Source: an optimization exercise on an open RTL-to-GDS flow (aim: small area). Production flows keep margins and buffers that such runs may drop.
Only simulation tests tie the RTL to the original design; equivalence was not proved.
Power and IR drop assume default switching activity. The flow treats the clock pin as an ideal source, which a real chip does not have.

// col216_core
module col216_core (
    input  wire        clk,
    input  wire        rst,           
    input  wire [15:0] prog_len,      
    output wire [15:0] imem_addr,
    input  wire [31:0] imem_rdata,
    output wire [17:0] dmem_addr,     
    output wire        dmem_we,
    output wire [31:0] dmem_wdata,
    input  wire [31:0] dmem_rdata,
    output wire        wb_valid,      
    output wire [4:0]  wb_rd,
    output wire [31:0] wb_data,
    output wire        halted,
    output wire        fault,
    output wire [2:0]  fault_code,
    output wire [15:0] fault_pc
);
clock: 11.0 ns
lec_check: 0
abc_area: 1
cap_margin: 0
core_margin: 2
core_utilization: 60
slew_margin: 0
standard.sh (not shown) runs the stock make flow with config.mk's settings and CLKGATE_MAP_FILE= SYNTH_SCRIPT=/design/flow/synth_recipe.tcl, a recipe that flattens the netlist after the stock synthesis.
==> flow/flow/run.sh <==
#!/bin/bash
# The standard layout (standard.sh) with three changes:
#  - synthesis maps logic with an area-oriented ABC script (flow/area.abc),
#    through flow/my_synth.tcl, otherwise the same as synth_recipe.tcl;
#  - the port buffers are the smallest buffer cell;
#  - clock tree synthesis uses larger sink clusters and no dummy loads.
# make's output goes to standard.log; each tool's full log is in orfs/logs.
set -o pipefail
W=$(pwd)
sed "s#SYNTH_SCRIPT=[^ ]*#SYNTH_SCRIPT=$W/flow/my_synth.tcl#" standard.sh > my_standard.sh
export MY_ABC_SCRIPT=$W/flow/area.abc
export BUFFER_PORTS_ARGS="-buffer_cell sky130_fd_sc_hd__buf_1"
export CTS_ARGS="-sink_clustering_enable -repair_clock_nets -dont_use_dummy_load -buf_list sky130_fd_sc_hd__clkbuf_8 -sink_clustering_size 20 -sink_clustering_max_diameter 80"
bash my_standard.sh > standard.log 2>&1
==> flow/flow/area.abc <==
&get -n
&st
&dch -f
&nf -R 1000 -p -F 8 -A 4 -E 50
&put
buffer -c
topo
stime -c
upsize -c
dnsize -c
==> flow/flow/my_synth.tcl <==
# synth_recipe.tcl (the standard synthesis) with one change: ABC maps the
# combinational logic with the script named by MY_ABC_SCRIPT (an area-oriented
# &nf mapping) instead of ORFS's. Registers are mapped before ABC runs, so
# they are the standard synthesis's registers, with the same names and cells.
proc synth {args} { yosys synth -nofsm -noshare {*}$args }
proc abc {args} {
  set i [lsearch -exact $args -script]
  if { $i >= 0 && [info exists ::env(MY_ABC_SCRIPT)] } {
    lset args [expr {$i + 1}] $::env(MY_ABC_SCRIPT)
  }
  yosys abc {*}$args
}
source $::env(SCRIPTS_DIR)/synth.tcl
# left out here: clear keep_hierarchy, flatten, clean up, hide names made inside functions, write 1_2_yosys.v
Rerun with:
--- a/flow/flow/run.sh
+++ b/flow/flow/run.sh
@@ -13 +13 @@
-export CTS_ARGS="-sink_clustering_enable -repair_clock_nets -dont_use_dummy_load -buf_list sky130_fd_sc_hd__clkbuf_8 -sink_clustering_size 20 -sink_clustering_max_diameter 80"
+export CTS_ARGS="-sink_clustering_enable -repair_clock_nets -dont_use_dummy_load -buf_list sky130_fd_sc_hd__clkbuf_8 -sink_clustering_size 20 -sink_clustering_max_diameter 50"
Settings changed: CAP_MARGIN 0 to 20, CORE_UTILIZATION 60 to 70, SLEW_MARGIN 0 to 20.
Outcome:
- The changed run finished with timing, DRC and antenna clean
- hold slack gets worse by 0.0061 ns
- synthesized area stays the same
- worst setup slack gets better by 0.068 ns
- final area is about the same
Rerun with:
--- a/flow/flow/run.sh
+++ b/flow/flow/run.sh
@@ -13 +13 @@
-export CTS_ARGS="-sink_clustering_enable -repair_clock_nets -dont_use_dummy_load -buf_list sky130_fd_sc_hd__clkbuf_8 -sink_clustering_size 20 -sink_clustering_max_diameter 50"
+export CTS_ARGS="-sink_clustering_enable -repair_clock_nets -dont_use_dummy_load -buf_list sky130_fd_sc_hd__clkbuf_8 -sink_clustering_size 20 -sink_clustering_max_diameter 80"
Settings changed: CORE_UTILIZATION 70 to 60.
Effect: Non-clock buffer count goes up by 3. Synthesized area does not change. Die area rises by about a fifth. Flip-flop and latch count does not change. Combinational power barely changes. Setup slack loses 0.068 ns. Clock-buffer cell count fell by 5. Routed wire length decreases by a few percent. Via count drops by a few percent.
Rerun with:
--- a/flow/flow/run.sh
+++ b/flow/flow/run.sh
@@ -13 +13 @@
-export CTS_ARGS="-sink_clustering_enable -repair_clock_nets -dont_use_dummy_load -buf_list sky130_fd_sc_hd__clkbuf_8 -sink_clustering_size 20 -sink_clustering_max_diameter 80"
+export CTS_ARGS="-sink_clustering_enable -repair_clock_nets -dont_use_dummy_load -sink_clustering_size 30 -sink_clustering_max_diameter 100"
What happened: The new run finished with timing, DRC and antenna clean. Setup slack gets worse by 0.054 ns. Synthesized area is unchanged. Fmax falls by 0.56%. Wire length stays flat.
Rerun with:
--- a/flow/flow/run.sh
+++ b/flow/flow/run.sh
@@ -13 +13 @@
-export CTS_ARGS="-sink_clustering_enable -repair_clock_nets -dont_use_dummy_load -sink_clustering_size 30 -sink_clustering_max_diameter 100"
+export CTS_ARGS="-sink_clustering_enable -repair_clock_nets -dont_use_dummy_load -buf_list \"sky130_fd_sc_hd__clkbuf_8 sky130_fd_sc_hd__clkbuf_16\" -root_buf sky130_fd_sc_hd__clkbuf_16 -tree_buf sky130_fd_sc_hd__clkbuf_16 -sink_clustering_buffer sky130_fd_sc_hd__clkbuf_8 -sink_clustering_size 20 -sink_clustering_max_diameter 80"
Cell area barely changes.
Hold slack improved by 0.030 ns.
Cell count climbs by 0.70%.
Sequential cell count does not change.

what the ideal ports hide:
In the flow no input, the clock included, has a driving cell. The finished layouts below were timed again as built, in two steps. Step 1 sets driving cells, clkbuf_16 on the clock port and buf_2 on the other inputs (assumed; they add their load-dependent delay and slew). Step 2 times the ports against the registers' clock, not the clock port: input delays grow and output delays shrink by t, the midpoint of the rising clock arrivals with the driver on. Three values: no drivers, after step 1, after step 2; two values: the first two.
run	t (ns)	slack for setup (ns)	worst data-port slew with drivers (ns)	cell pins on the clock port's net
the first run	0.691	1.411 / 1.443 / 0.752	0.11	1
the second run	0.701	1.479 / 1.498 / 0.797	0.13	1
the third run	0.691	1.411 / 1.443 / 0.752	0.11	1
the fourth run	0.641	1.357 / 1.392 / 0.751	0.11	1
the fifth run	0.621	1.397 / 1.432 / 0.810	0.11	1
After both steps setup and hold are still met in every run listed. For the second run, which loses most, drivers alone change the setup slack by +0.019 ns; drivers and shift together by -0.682 ns.
